What follows belongs to an exercise in optimizing a design on an open flow for small area, a short achievable clock period and few clock cycles per item; a production flow would make more cautious choices.
RTL that was checked went through simulation tests only; none was proved equivalent to the original.
Power figures rest on the tool's default switching activity, not on a simulated workload.

==> branch umber <==
Design gcr62_codec, start of the top module:
module gcr62_codec (
    input  wire       clk,
    input  wire       rst,
    input  wire       in_valid,
    output reg        in_ready,
    input  wire [7:0] in_data,
    input  wire       in_mode,
    output reg        out_valid,
    input  wire       out_ready,
    output reg  [7:0] out_data,
    output reg        out_last,
    output reg        out_err,
    output reg        out_ckerr
);
==> flow/config.mk <==
export PLATFORM = sky130hd
export DESIGN_NAME = gcr62_codec
export DESIGN_NICKNAME = gcr62_codec
export VERILOG_FILES = /design/flow/design.v
export SDC_FILE = /design/flow/constraint.sdc
export NUM_CORES = 4
export LEC_CHECK = 0
export CAP_MARGIN = 20
export CORE_MARGIN = 2
export CORE_UTILIZATION = 60
export CTS_CLUSTER_DIAMETER = 100
export CTS_CLUSTER_SIZE = 24
export SLEW_MARGIN = 20
export BUFFER_PORTS_ARGS = -buffer_cell sky130_fd_sc_hd__buf_4
export SETUP_SLACK_MARGIN = 9.1
==> flow/constraint.sdc <==
create_clock -name core_clock -period 13.0 [get_ports {clk}]
set_input_delay 2.6000 -clock core_clock [delete_from_list [all_inputs] [get_ports {clk}]]
set_output_delay 2.6000 -clock core_clock [all_outputs]
set_load 0.01 [all_outputs]
standard.sh (not shown) runs the stock make flow with config.mk's settings and CLKGATE_MAP_FILE= SYNTH_SCRIPT=/design/flow/synth_recipe.tcl, a recipe that flattens the netlist after the stock synthesis.
==> flow/flow/run.sh <==
#!/bin/bash
# Own flow: the standard layout (standard.sh, standard synthesis unchanged), with
#  - ports buffered with sky130_fd_sc_hd__buf_4 instead of the default port buffer;
#  - repair_timing aiming below the design's period (setup margin), so the resizer
#    works on the paths that set the achieved period.
# The SDC (clock period, I/O delays, loads) is the standard flow's, unchanged.
set -euo pipefail
cat >> config.mk <<'EOC'
export BUFFER_PORTS_ARGS = -buffer_cell sky130_fd_sc_hd__buf_4
export SETUP_SLACK_MARGIN = 9.1
EOC
bash standard.sh > standard_flow.log 2>&1
==> branch indigo (differences from branch umber) <==
--- a/flow/design.v
+++ b/flow/design.v
@@ -154,23 +154,24 @@
     reg        klo;         
     reg        kmid;        
     reg        kl_e, kl_d;  
     reg  [5:0] run;
     reg        rerr;
-    reg  [8:0] pcnt;        
-    reg  [7:0] pidx;        
+    reg  [8:0] wp;          
+    reg  [8:0] wpc;         
     reg        okE, okD;    
     reg  [8:0] rb;          
     reg  [8:0] rbm1;        
     reg        r0;          
     wire       mcur  = k0 ? e0_m : kmode;
     wire [6:0] dn    = denib_m(e0_d);
     wire [5:0] val   = run ^ dn[5:0];
     wire       tlast = mcur ? kl_d : kl_e;
     wire       push  = !mcur || kmid;
     wire       slot_ok = !k0 || !t_val[ip];
-    wire       pfull   = pcnt[8] || (pcnt[7:0] == 8'd255 && p2_push);
+    reg  [8:0] rp;          
+    wire       pfull   = (wp[7:0] == rp[7:0]) && (wp[8] != rp[8]);
     assign p1_go = (iocc != 2'd0) && (mcur ? okD : okE) && slot_ok && (!push || !pfull);
     wire       pushgo = p1_go && push;
     wire       pop_iss;     
     wire       prev_on = t_val[~ip];
     wire       pm      = t_mode[~ip];
@@ -184,30 +185,25 @@
     wire       okD_b   = !prev_on || (!r0 && (rbm1 > lim_d));
     reg        p2_v, p2_push, p2_last, p2_err, p2_ck, p2_slot;
     reg  [2:0] p2_pl;
     reg  [6:0] p2_sa;
     reg  [5:0] p2_sd, p2_pd;
+    reg  [7:0] p2_wp;
     reg  [8:0] kc;          
     always @(posedge clk) begin
         if (rst_q) begin
             k <= 9'd0; ki <= 7'd0; ks <= 2'd0; kmode <= 1'b0;
             k0 <= 1'b1; klo <= 1'b1; kmid <= 1'b0; kl_e <= 1'b0; kl_d <= 1'b0;
             run <= 6'd0; rerr <= 1'b0;
-            pcnt <= 9'd0; pidx <= 8'd255;
+            wp <= 9'd0; wpc <= 9'd0;
             okE <= 1'b0; okD <= 1'b0;
             p2_v <= 1'b0; p2_push <= 1'b0; p2_pl <= 3'd0;
         end else begin
-            if (p2_push && !pop_iss) begin
-                pcnt <= pcnt + 9'd1;
-                pidx <= pidx + 8'd1;
-            end else if (pop_iss && !p2_push) begin
-                pcnt <= pcnt - 9'd1;
-                pidx <= pidx - 8'd1;
-            end
+            if (p2_push)
+                wpc <= wpc + 9'd1;
             if (p1_go && tlast) begin
-                okE <= (op == ip) && !r0;
-                okD <= (op == ip) && (mcur ? (rb > 9'd172) : !r0);
+                okE <= 1'b0; okD <= 1'b0;
             end else if (p1_go) begin
                 okE <= okE_b; okD <= okD_b;
             end else begin
                 okE <= okE_a; okD <= okD_a;
             end
@@ -218,10 +214,11 @@
                 kmode <= mcur;
                 if (!mcur)
                     p2_pl <= (ks == 2'd0) ? 3'b001 : (ks == 2'd1) ? 3'b010 : 3'b100;
                 else
                     p2_pl <= klo ? ((ki < 7'd84) ? 3'b111 : 3'b011) : 3'b000;
+                if (push) wp <= wp + 9'd1;
                 if (mcur) begin
                     run  <= val;
                     rerr <= rerr | !dn[6];
                 end
                 if (tlast) begin
@@ -245,23 +242,20 @@
         end
     end
     always @(posedge clk) begin
         p2_last <= tlast;
         p2_sa   <= ki;
+        p2_wp   <= wp[7:0];
         p2_slot <= ip;
         p2_pd   <= mcur ? val : e0_d[7:2];
         p2_sd   <= mcur ? val : {3{swap2(e0_d[1:0])}};
         p2_err  <= mcur && (rerr | !dn[6]);
         p2_ck   <= mcur && (val != 6'd0);
     end
-    integer n;
     always @(posedge clk) begin
-        if (p2_push) begin
-            pq[0] <= p2_pd;
-            for (n = 1; n < 256; n = n + 1)
-                pq[n] <= pq[n - 1];
-        end
+        if (p2_push)
+            pq[p2_wp] <= p2_pd;
         if (p2_pl[0])
             sec0[p2_sa] <= p2_sd[1:0];
         if (p2_pl[1])
             sec1[p2_sa] <= p2_sd[3:2];
         if (p2_pl[2])
@@ -295,18 +289,19 @@
                 t_val[op] <= 1'b0;
         end
     end
     reg  [6:0] ri;          
     reg  [1:0] rs;          
+    reg  [1:0] rpc1, rpc2, rpc3;    
     reg        rlt86, rlt342, r255, r342;
     reg        kcok;        
     reg        r_v, r_mode, r_first, r_last, r_err, r_ck;
     reg  [1:0] r_ksel;      
     reg  [1:0] r_rs;
     reg  [5:0] r_sec, r_pq;
     reg  [1:0] qcnt;        
-    wire       cnz     = (pcnt != 9'd0);    
+    wire       cnz     = (wpc != rp);    
     wire       om      = t_mode[op];
     wire       odone   = t_done[op];
     wire       o_avail = om ? (cnz && (!r255 || odone)) :
                          rlt86  ? (kcok || odone) :
                          rlt342 ? cnz : 1'b1;
@@ -317,17 +312,24 @@
     assign     iss_end = iss && o_end;
     assign     pop_iss = iss && (om || (!rlt86 && rlt342));
     wire [9:0] kd      = {1'b0, kc} - {1'b0, rb};
     always @(posedge clk) begin
         if (rst_q) begin
-            rb <= 9'd0; rbm1 <= 9'd0; ri <= 7'd0; rs <= 2'd0;
+            rb <= 9'd0; rbm1 <= 9'd0; ri <= 7'd0; rs <= 2'd0; rp <= 9'd0;
+            rpc1 <= 2'd1; rpc2 <= 2'd2; rpc3 <= 2'd3;
             rlt86 <= 1'b1; rlt342 <= 1'b1; r255 <= 1'b0; r342 <= 1'b0; r0 <= 1'b1;
             kcok <= 1'b0;
             op <= 1'b0;
             r_v <= 1'b0;
         end else begin
             r_v <= iss;
+            if (pop_iss) begin
+                rp   <= rp + 9'd1;
+                rpc1 <= (rp[1:0] + 2'd1) ^ 2'd1;
+                rpc2 <= (rp[1:0] + 2'd1) ^ 2'd2;
+                rpc3 <= (rp[1:0] + 2'd1) ^ 2'd3;
+            end
             if (iss && o_end) begin
                 rb <= 9'd0; rbm1 <= 9'd0; ri <= 7'd0; rs <= 2'd0;
                 rlt86 <= 1'b1; rlt342 <= 1'b1; r255 <= 1'b0; r342 <= 1'b0; r0 <= 1'b1;
                 kcok <= 1'b0;
                 op <= ~op;
@@ -359,11 +361,25 @@
         r_ksel  <= rlt86 ? 2'd0 : rlt342 ? 2'd1 : 2'd2;
         r_rs    <= rs;
         r_sec   <= {(ri < 7'd84) ? sec2[ri] : 2'b00, sec1[ri], sec0[ri]};
         r_pq    <= pq_rd;
     end
-    wire [5:0] pq_rd = pq[pidx];
+    reg  [5:0] pq_l1 [0:63];
+    reg  [1:0] qsel;
+    integer g;
+    always @(*) begin
+        for (g = 0; g < 64; g = g + 1) begin
+            case (g / 16)
+                0: qsel = rp[1:0];
+                1: qsel = rpc1 ^ 2'd1;
+                2: qsel = rpc2 ^ 2'd2;
+                default: qsel = rpc3 ^ 2'd3;
+            endcase
+            pq_l1[g] = pq[4 * g + qsel];
+        end
+    end
+    wire [5:0] pq_rd = pq_l1[rp[7:2]];
     reg  [5:0] cprev;
     wire [5:0] ev     = (r_ksel == 2'd0) ? r_sec : (r_ksel == 2'd1) ? r_pq : 6'd0;
     wire [5:0] ex     = ev ^ (r_first ? 6'd0 : cprev);
     wire [1:0] dpair  = (r_rs == 2'd0) ? r_sec[1:0] : (r_rs == 2'd1) ? r_sec[3:2] : r_sec[5:4];
     wire [7:0] c_data = r_mode ? {r_pq, swap2(dpair)} : nib_rom(ex);
--- a/flow/flow/run.sh
+++ b/flow/flow/run.sh
@@ -5,8 +5,8 @@
 #    works on the paths that set the achieved period.
 # The SDC (clock period, I/O delays, loads) is the standard flow's, unchanged.
 set -euo pipefail
 cat >> config.mk <<'EOC'
 export BUFFER_PORTS_ARGS = -buffer_cell sky130_fd_sc_hd__buf_4
-export SETUP_SLACK_MARGIN = 9.1
+export SETUP_SLACK_MARGIN = 8.8
 EOC
 bash standard.sh > standard_flow.log 2>&1
- SETUP_SLACK_MARGIN: 9.1 -> 8.8
==> results.txt <==
| quantity | branch umber | branch indigo |
|---|---|---|
| Run status | complete, no violations | complete, no violations |
| Number of clock sinks | 2266 | 2288 |
| Well-Tap Cells | 2030 | 2044 |
| Clock network contribution to total cell area | 0.0301 | 0.0301 |
| Number of nets produced by synthesis | 6070 | 5514 |
| Part of the power in the clock network | 0.317 | 0.305 |
| Startpoint of the most critical register-to-register path | pidx[1] | rpc3[1] |
| Cell type of the slowest stage on the worst timing path | or4_1 | dfxtp_4 |
| Count of buffer and inverter cells on the critical path | 3 | 2 |
| Yosys top cell area share | 0.694 | 0.678 |
| Instance count on the critical path | 11 | 7 |
| Total power divided by cell area | 121 mW/mm² | 126 mW/mm² |
| Clock insertion delay at the later pin of the skew report | 810 ps | 780 ps |
| Fmax | 242 MHz | 240 MHz |
| Worst stage delay on the critical path | 550 ps | 810 ps |
| CLK BUF | 155 | 157 |
| Via count of the first global-routing pass | 57300 | 49600 |
| Cell row count | 143 | 144 |
| Area of the multi-input gates | 0.0238 mm² | 0.0250 mm² |
| Cell Area, Synth | 0.0914 mm² | 0.0934 mm² |
| Layout Cells excl Fill | 8054 | 7431 |
| Routed length on met1 | 112 mm | 95.9 mm |
Testbench counts of branch umber, summed over its fixed seeds: cycles 65,849, items 192.
Testbench counts of branch indigo, summed over its fixed seeds: cycles 65,913, items 192.

* * *

==> try-harbor <==
gcr62_codec, a different RTL version from the one above (not shown whole).
clock: 13.0 ns
lec_check: 0
cap_margin: 20
core_margin: 2
core_utilization: 60
cts_cluster_diameter: 100
cts_cluster_size: 24
slew_margin: 20
buffer_ports_args: -buffer_cell sky130_fd_sc_hd__buf_4
setup_slack_margin: 9.1
==> flow/flow/run.sh <==
#!/bin/bash
# Own flow: the standard layout (standard.sh, standard synthesis unchanged), with
#  - ports buffered with sky130_fd_sc_hd__buf_4 instead of the default port buffer;
#  - repair_timing aiming below the design's period (setup margin), so the resizer
#    works on the paths that set the achieved period.
# The SDC (clock period, I/O delays, loads) is the standard flow's, unchanged.
set -euo pipefail
cat >> config.mk <<'EOC'
export BUFFER_PORTS_ARGS = -buffer_cell sky130_fd_sc_hd__buf_4
export SETUP_SLACK_MARGIN = 9.1
EOC
bash standard.sh > standard_flow.log 2>&1
==> try-nickel (differences from try-harbor) <==
--- a/flow/design.v
+++ b/flow/design.v
@@ -153,25 +153,26 @@
     reg        k0;          
     reg        klo;         
     reg        kmid;        
     reg        kl_e, kl_d;  
     reg  [5:0] run;
     reg        rerr;
-    reg  [8:0] pcnt;        
-    reg  [7:0] pidx;        
+    reg  [8:0] wp;          
+    reg  [8:0] wpc;         
     reg        okE, okD;    
     reg  [8:0] rb;          
     reg  [8:0] rbm1;        
     reg        r0;          
     wire       mcur  = k0 ? e0_m : kmode;
     wire [6:0] dn    = denib_m(e0_d);
     wire [5:0] val   = run ^ dn[5:0];
     wire       tlast = mcur ? kl_d : kl_e;
     wire       push  = !mcur || kmid;
     wire       slot_ok = !k0 || !t_val[ip];
-    wire       pfull   = pcnt[8] || (pcnt[7:0] == 8'd255 && p2_push);
+    reg  [8:0] rp;          
+    wire       pfull   = (wp[7:0] == rp[7:0]) && (wp[8] != rp[8]);
     assign p1_go = (iocc != 2'd0) && (mcur ? okD : okE) && slot_ok && (!push || !pfull);
     wire       pushgo = p1_go && push;
     wire       pop_iss;     
     wire       prev_on = t_val[~ip];
     wire       pm      = t_mode[~ip];
     wire [8:0] lim_e   = pm ? k : {2'b0, ki};
@@ -183,29 +184,25 @@
     wire       okE_b   = !prev_on || (!r0 && (rbm1 > lim_e));
     wire       okD_b   = !prev_on || (!r0 && (rbm1 > lim_d));
     reg        p2_v, p2_push, p2_last, p2_err, p2_ck, p2_slot;
     reg  [2:0] p2_pl;
     reg  [6:0] p2_sa;
     reg  [5:0] p2_sd, p2_pd;
+    reg  [7:0] p2_wp;
     reg  [8:0] kc;          
     always @(posedge clk) begin
         if (rst_q) begin
             k <= 9'd0; ki <= 7'd0; ks <= 2'd0; kmode <= 1'b0;
             k0 <= 1'b1; klo <= 1'b1; kmid <= 1'b0; kl_e <= 1'b0; kl_d <= 1'b0;
             run <= 6'd0; rerr <= 1'b0;
-            pcnt <= 9'd0; pidx <= 8'd255;
+            wp <= 9'd0; wpc <= 9'd0;
             okE <= 1'b0; okD <= 1'b0;
             p2_v <= 1'b0; p2_push <= 1'b0; p2_pl <= 3'd0;
         end else begin
-            if (p2_push && !pop_iss) begin
-                pcnt <= pcnt + 9'd1;
-                pidx <= pidx + 8'd1;
-            end else if (pop_iss && !p2_push) begin
-                pcnt <= pcnt - 9'd1;
-                pidx <= pidx - 8'd1;
-            end
+            if (p2_push)
+                wpc <= wpc + 9'd1;
             if (p1_go && tlast) begin
                 okE <= 1'b0; okD <= 1'b0;
             end else if (p1_go) begin
                 okE <= okE_b; okD <= okD_b;
             end else begin
                 okE <= okE_a; okD <= okD_a;
@@ -216,12 +213,13 @@
             if (p1_go) begin
                 kmode <= mcur;
                 if (!mcur)
                     p2_pl <= (ks == 2'd0) ? 3'b001 : (ks == 2'd1) ? 3'b010 : 3'b100;
                 else
                     p2_pl <= klo ? ((ki < 7'd84) ? 3'b111 : 3'b011) : 3'b000;
+                if (push) wp <= wp + 9'd1;
                 if (mcur) begin
                     run  <= val;
                     rerr <= rerr | !dn[6];
                 end
                 if (tlast) begin
                     k <= 9'd0; ki <= 7'd0; ks <= 2'd0;
@@ -243,25 +241,22 @@
             end
         end
     end
     always @(posedge clk) begin
         p2_last <= tlast;
         p2_sa   <= ki;
+        p2_wp   <= wp[7:0];
         p2_slot <= ip;
         p2_pd   <= mcur ? val : e0_d[7:2];
         p2_sd   <= mcur ? val : {3{swap2(e0_d[1:0])}};
         p2_err  <= mcur && (rerr | !dn[6]);
         p2_ck   <= mcur && (val != 6'd0);
     end
-    integer n;
     always @(posedge clk) begin
-        if (p2_push) begin
-            pq[0] <= p2_pd;
-            for (n = 1; n < 256; n = n + 1)
-                pq[n] <= pq[n - 1];
-        end
+        if (p2_push)
+            pq[p2_wp] <= p2_pd;
         if (p2_pl[0])
             sec0[p2_sa] <= p2_sd[1:0];
         if (p2_pl[1])
             sec1[p2_sa] <= p2_sd[3:2];
         if (p2_pl[2])
             sec2[p2_sa] <= p2_sd[5:4];
@@ -293,20 +288,21 @@
             if (iss_end)
                 t_val[op] <= 1'b0;
         end
     end
     reg  [6:0] ri;          
     reg  [1:0] rs;          
+    reg  [1:0] rpc1, rpc2, rpc3;    
     reg        rlt86, rlt342, r255, r342;
     reg        kcok;        
     reg        r_v, r_mode, r_first, r_last, r_err, r_ck;
     reg  [1:0] r_ksel;      
     reg  [1:0] r_rs;
     reg  [5:0] r_sec, r_pq;
     reg  [1:0] qcnt;        
-    wire       cnz     = (pcnt != 9'd0);    
+    wire       cnz     = (wpc != rp);    
     wire       om      = t_mode[op];
     wire       odone   = t_done[op];
     wire       o_avail = om ? (cnz && (!r255 || odone)) :
                          rlt86  ? (kcok || odone) :
                          rlt342 ? cnz : 1'b1;
     wire       cred_ok = !(qcnt[1] && (out_valid || r_v)) &&
@@ -315,19 +311,26 @@
     wire       o_end   = om ? r255 : r342;
     assign     iss_end = iss && o_end;
     assign     pop_iss = iss && (om || (!rlt86 && rlt342));
     wire [9:0] kd      = {1'b0, kc} - {1'b0, rb};
     always @(posedge clk) begin
         if (rst_q) begin
-            rb <= 9'd0; rbm1 <= 9'd0; ri <= 7'd0; rs <= 2'd0;
+            rb <= 9'd0; rbm1 <= 9'd0; ri <= 7'd0; rs <= 2'd0; rp <= 9'd0;
+            rpc1 <= 2'd1; rpc2 <= 2'd2; rpc3 <= 2'd3;
             rlt86 <= 1'b1; rlt342 <= 1'b1; r255 <= 1'b0; r342 <= 1'b0; r0 <= 1'b1;
             kcok <= 1'b0;
             op <= 1'b0;
             r_v <= 1'b0;
         end else begin
             r_v <= iss;
+            if (pop_iss) begin
+                rp   <= rp + 9'd1;
+                rpc1 <= (rp[1:0] + 2'd1) ^ 2'd1;
+                rpc2 <= (rp[1:0] + 2'd1) ^ 2'd2;
+                rpc3 <= (rp[1:0] + 2'd1) ^ 2'd3;
+            end
             if (iss && o_end) begin
                 rb <= 9'd0; rbm1 <= 9'd0; ri <= 7'd0; rs <= 2'd0;
                 rlt86 <= 1'b1; rlt342 <= 1'b1; r255 <= 1'b0; r342 <= 1'b0; r0 <= 1'b1;
                 kcok <= 1'b0;
                 op <= ~op;
             end else if (iss) begin
@@ -357,13 +360,27 @@
         r_ck    <= t_ck[op] && om;
         r_ksel  <= rlt86 ? 2'd0 : rlt342 ? 2'd1 : 2'd2;
         r_rs    <= rs;
         r_sec   <= {(ri < 7'd84) ? sec2[ri] : 2'b00, sec1[ri], sec0[ri]};
         r_pq    <= pq_rd;
     end
-    wire [5:0] pq_rd = pq[pidx];
+    reg  [5:0] pq_l1 [0:63];
+    reg  [1:0] qsel;
+    integer g;
+    always @(*) begin
+        for (g = 0; g < 64; g = g + 1) begin
+            case (g / 16)
+                0: qsel = rp[1:0];
+                1: qsel = rpc1 ^ 2'd1;
+                2: qsel = rpc2 ^ 2'd2;
+                default: qsel = rpc3 ^ 2'd3;
+            endcase
+            pq_l1[g] = pq[4 * g + qsel];
+        end
+    end
+    wire [5:0] pq_rd = pq_l1[rp[7:2]];
     reg  [5:0] cprev;
     wire [5:0] ev     = (r_ksel == 2'd0) ? r_sec : (r_ksel == 2'd1) ? r_pq : 6'd0;
     wire [5:0] ex     = ev ^ (r_first ? 6'd0 : cprev);
     wire [1:0] dpair  = (r_rs == 2'd0) ? r_sec[1:0] : (r_rs == 2'd1) ? r_sec[3:2] : r_sec[5:4];
     wire [7:0] c_data = r_mode ? {r_pq, swap2(dpair)} : nib_rom(ex);
     always @(posedge clk) begin
==> flow/run.sh (new file) <==
#!/bin/bash
# synth_recipe.tcl (not shown) runs the flow's synth.tcl, then flattens the netlist and writes it again
# the make line also repeats each setting of config.mk as NAME=value (left out here)
make -C /OpenROAD-flow-scripts/flow DESIGN_CONFIG=/design/flow/config.mk WORK_HOME=/design/flow/orfs CLKGATE_MAP_FILE= SYNTH_SCRIPT=/design/flow/synth_recipe.tcl finish
--- a/flow/config.mk
+++ b/flow/config.mk
@@ -8,8 +8,6 @@
 export CAP_MARGIN = 20
 export CORE_MARGIN = 2
 export CORE_UTILIZATION = 60
 export CTS_CLUSTER_DIAMETER = 100
 export CTS_CLUSTER_SIZE = 24
 export SLEW_MARGIN = 20
-export BUFFER_PORTS_ARGS = -buffer_cell sky130_fd_sc_hd__buf_4
-export SETUP_SLACK_MARGIN = 9.1
removed: flow/flow/run.sh
removed: flow/standard.sh
==> try-sierra (differences from try-harbor) <==
--- a/flow/design.v
+++ b/flow/design.v
@@ -165,13 +165,13 @@
     wire       mcur  = k0 ? e0_m : kmode;
     wire [6:0] dn    = denib_m(e0_d);
     wire [5:0] val   = run ^ dn[5:0];
     wire       tlast = mcur ? kl_d : kl_e;
     wire       push  = !mcur || kmid;
     wire       slot_ok = !k0 || !t_val[ip];
-    wire       pfull   = pcnt[8] || (pcnt[7:0] == 8'd255 && p2_push);
+    wire       pfull   = pcnt[8];
     assign p1_go = (iocc != 2'd0) && (mcur ? okD : okE) && slot_ok && (!push || !pfull);
     wire       pushgo = p1_go && push;
     wire       pop_iss;     
     wire       prev_on = t_val[~ip];
     wire       pm      = t_mode[~ip];
     wire [8:0] lim_e   = pm ? k : {2'b0, ki};
@@ -179,49 +179,45 @@
                          (ki < 7'd84) ? ({2'b0, ki} + 9'd172) : ({2'b0, ki} + 9'd86);
     wire       sbusy   = k0 && t_val[ip];
     wire       okE_a   = !sbusy && (!prev_on || (rb > lim_e));
     wire       okD_a   = !sbusy && (!prev_on || !klo || (rb > lim_d));
     wire       okE_b   = !prev_on || (!r0 && (rbm1 > lim_e));
     wire       okD_b   = !prev_on || (!r0 && (rbm1 > lim_d));
-    reg        p2_v, p2_push, p2_last, p2_err, p2_ck, p2_slot;
-    reg  [2:0] p2_pl;
-    reg  [6:0] p2_sa;
-    reg  [5:0] p2_sd, p2_pd;
+    wire [2:0] w_pl  = !p1_go ? 3'b000 :
+                       !mcur  ? ((ks == 2'd0) ? 3'b001 : (ks == 2'd1) ? 3'b010 : 3'b100) :
+                       klo    ? ((ki < 7'd84) ? 3'b111 : 3'b011) : 3'b000;
+    wire [5:0] w_pd  = mcur ? val : e0_d[7:2];
+    wire [5:0] w_sd  = mcur ? val : {3{swap2(e0_d[1:0])}};
+    wire       w_err = mcur && (rerr | !dn[6]);
+    wire       w_ck  = mcur && (val != 6'd0);
     reg  [8:0] kc;          
     always @(posedge clk) begin
         if (rst_q) begin
             k <= 9'd0; ki <= 7'd0; ks <= 2'd0; kmode <= 1'b0;
             k0 <= 1'b1; klo <= 1'b1; kmid <= 1'b0; kl_e <= 1'b0; kl_d <= 1'b0;
             run <= 6'd0; rerr <= 1'b0;
             pcnt <= 9'd0; pidx <= 8'd255;
             okE <= 1'b0; okD <= 1'b0;
-            p2_v <= 1'b0; p2_push <= 1'b0; p2_pl <= 3'd0;
         end else begin
-            if (p2_push && !pop_iss) begin
+            if (pushgo && !pop_iss) begin
                 pcnt <= pcnt + 9'd1;
                 pidx <= pidx + 8'd1;
-            end else if (pop_iss && !p2_push) begin
+            end else if (pop_iss && !pushgo) begin
                 pcnt <= pcnt - 9'd1;
                 pidx <= pidx - 8'd1;
             end
             if (p1_go && tlast) begin
-                okE <= 1'b0; okD <= 1'b0;
+                okE <= (op == ip) && !r0;
+                okD <= (op == ip) && (mcur ? (rb > 9'd172) : !r0);
             end else if (p1_go) begin
                 okE <= okE_b; okD <= okD_b;
             end else begin
                 okE <= okE_a; okD <= okD_a;
             end
-            p2_v    <= p1_go;
-            p2_push <= pushgo;
-            p2_pl   <= 3'd0;
             if (p1_go) begin
                 kmode <= mcur;
-                if (!mcur)
-                    p2_pl <= (ks == 2'd0) ? 3'b001 : (ks == 2'd1) ? 3'b010 : 3'b100;
-                else
-                    p2_pl <= klo ? ((ki < 7'd84) ? 3'b111 : 3'b011) : 3'b000;
                 if (mcur) begin
                     run  <= val;
                     rerr <= rerr | !dn[6];
                 end
                 if (tlast) begin
                     k <= 9'd0; ki <= 7'd0; ks <= 2'd0;
@@ -240,34 +236,25 @@
                         ki <= ki + 7'd1;
                     end
                 end
             end
         end
     end
-    always @(posedge clk) begin
-        p2_last <= tlast;
-        p2_sa   <= ki;
-        p2_slot <= ip;
-        p2_pd   <= mcur ? val : e0_d[7:2];
-        p2_sd   <= mcur ? val : {3{swap2(e0_d[1:0])}};
-        p2_err  <= mcur && (rerr | !dn[6]);
-        p2_ck   <= mcur && (val != 6'd0);
-    end
     integer n;
     always @(posedge clk) begin
-        if (p2_push) begin
-            pq[0] <= p2_pd;
+        if (pushgo) begin
+            pq[0] <= w_pd;
             for (n = 1; n < 256; n = n + 1)
                 pq[n] <= pq[n - 1];
         end
-        if (p2_pl[0])
-            sec0[p2_sa] <= p2_sd[1:0];
-        if (p2_pl[1])
-            sec1[p2_sa] <= p2_sd[3:2];
-        if (p2_pl[2])
-            sec2[p2_sa] <= p2_sd[5:4];
+        if (w_pl[0])
+            sec0[ki] <= w_sd[1:0];
+        if (w_pl[1])
+            sec1[ki] <= w_sd[3:2];
+        if (w_pl[2])
+            sec2[ki] <= w_sd[5:4];
     end
     wire       iss_end;         
     always @(posedge clk) begin
         if (rst_q) begin
             kc <= 9'd0;
             t_val <= 2'b00; t_done <= 2'b00;
@@ -277,18 +264,18 @@
                 t_val[ip]  <= 1'b1;
                 t_mode[ip] <= mcur;
                 t_done[ip] <= 1'b0;
             end
             if (p1_go && tlast)
                 ip <= ~ip;
-            if (p2_v) begin
-                if (p2_last) begin
+            if (p1_go) begin
+                if (tlast) begin
                     kc <= 9'd0;
-                    t_done[p2_slot] <= 1'b1;
-                    t_err[p2_slot]  <= p2_err;
-                    t_ck[p2_slot]   <= p2_ck && !p2_err;
+                    t_done[ip] <= 1'b1;
+                    t_err[ip]  <= w_err;
+                    t_ck[ip]   <= w_ck && !w_err;
                 end else begin
                     kc <= kc + 9'd1;
                 end
             end
             if (iss_end)
                 t_val[op] <= 1'b0;
==> summary of the runs <==
- Combinational power: try-harbor < try-nickel < try-sierra.
- The highest power belongs to try-nickel, the lowest to try-harbor.
- Clock-buffer cell count, highest first: try-harbor, try-nickel, try-sierra.
- Between try-harbor and try-sierra, the lower routed wire length is in try-sierra (gap 2.5%, measured against try-sierra).
- Clock skew: try-nickel > try-harbor > try-sierra.
- Of try-harbor and try-sierra, try-sierra has the higher core utilization (gap 0.47 points).
- The highest global-route usage belongs to try-harbor, the lowest to try-nickel.
- Non-clock buffer count: try-harbor is higher than try-nickel (101).
- The lowest sequential share of layout area belongs to try-sierra, the highest to try-nickel.
- Fmax, lowest first: try-nickel, try-sierra, try-harbor.
- Between try-harbor and try-sierra, the lower synthesized area is in try-sierra (gap 0.69%, measured against try-sierra).
==> figures <==
metric                                                 try-sierra    try-nickel    try-harbor
Number of storage elements in the synthesis netlist         2,238         2,288         2,266
Pre-CTS worst setup slack                                 6.55 ns       7.96 ns       7.60 ns
Die area                                             155,000 um^2  159,000 um^2  156,000 um^2
End-of-flow core utilization                                65.5%         64.1%         65.0%
Number of instances resized during post-cts repair            110             0           117
First drt pass iteration count                                 11             6            13
Fill cell instance count of the final layout               10,800        10,800        11,000
Routed via count                                           61,800        50,700        61,500
Largest net degree at the start of global routing             210           197            87
Share of cells above drive strength 1                       12.4%         16.1%         12.4%
Ratio of routed vias to standard cells                       7.65          6.82          7.68
Compound-gate portion of the synthesized area               9.78%         3.99%         10.3%
Area share of the largest cell type after synthesis         69.7%         67.8%         69.3%
Status                           no timing/DRC/antenna violations  no timing/DRC/antenna violations  no timing/DRC/antenna violations
Number of global-route vias before repair                  56,500        48,900        57,400
Critical Path End                                         r_pq[1]       r_pq[0]       r_pq[2]
Floorplan die width                                        393 um        399 um        395 um
Internal reg-to-reg setup slack                           8.95 ns       7.97 ns       8.99 ns
Multi-input combinational cell area                   23,800 um^2   25,000 um^2   23,900 um^2
Worst Setup SP                                            pidx[4]       rpc3[1]       pidx[6]
Internal power component                                  9480 uW       9810 uW       9530 uW
Clock tree buffer count of the final layout                   155           156           161
Final HPWL DP                                          207,000 um    167,000 um    220,000 um
Testbench counts of try-nickel, summed over its fixed seeds: cycles 65,913, items 192.
Testbench counts of try-sierra, summed over its fixed seeds: cycles 65,772, items 192.
No functional check of the RTL was part of try-harbor.

## separate check: timing with driven ports
The flow's constraints put no driver on any port. The routed layouts listed below were extracted and timed again, unchanged, in two steps.
Step 1 (the two cells are an assumption about what drives the block):
set clk [get_ports {clk}]
set_driving_cell -lib_cell sky130_fd_sc_hd__clkbuf_16 $clk
set_driving_cell -lib_cell sky130_fd_sc_hd__buf_2 [delete_from_list [all_inputs] $clk]
Step 2 adds t to the input delays and takes it off the output delays; t is the mean of the earliest and latest rising clock arrival at the registers after step 1. Input paths then give back, and output paths get back, about the clock's delay inside the block.
a / b / c = ideal / step 1 / step 2; a / b = the first two.
run	t (ns)	setup slack, ns	worst setup path after step 2
branch umber	0.866	8.863 / 8.863 / 8.863	register to register
branch indigo	0.844	8.826 / 8.826 / 8.735	input to register
try-harbor	0.879	8.991 / 8.991 / 8.883	input to register
try-nickel	0.855	7.974 / 7.974 / 7.936	input to register
try-sierra	0.848	8.946 / 8.946 / 8.571	input to register
After both steps every run listed still meets setup and hold. The setup slack of try-sierra, which loses most, moves by 0.000 ns with the drivers and by -0.375 ns with both steps.
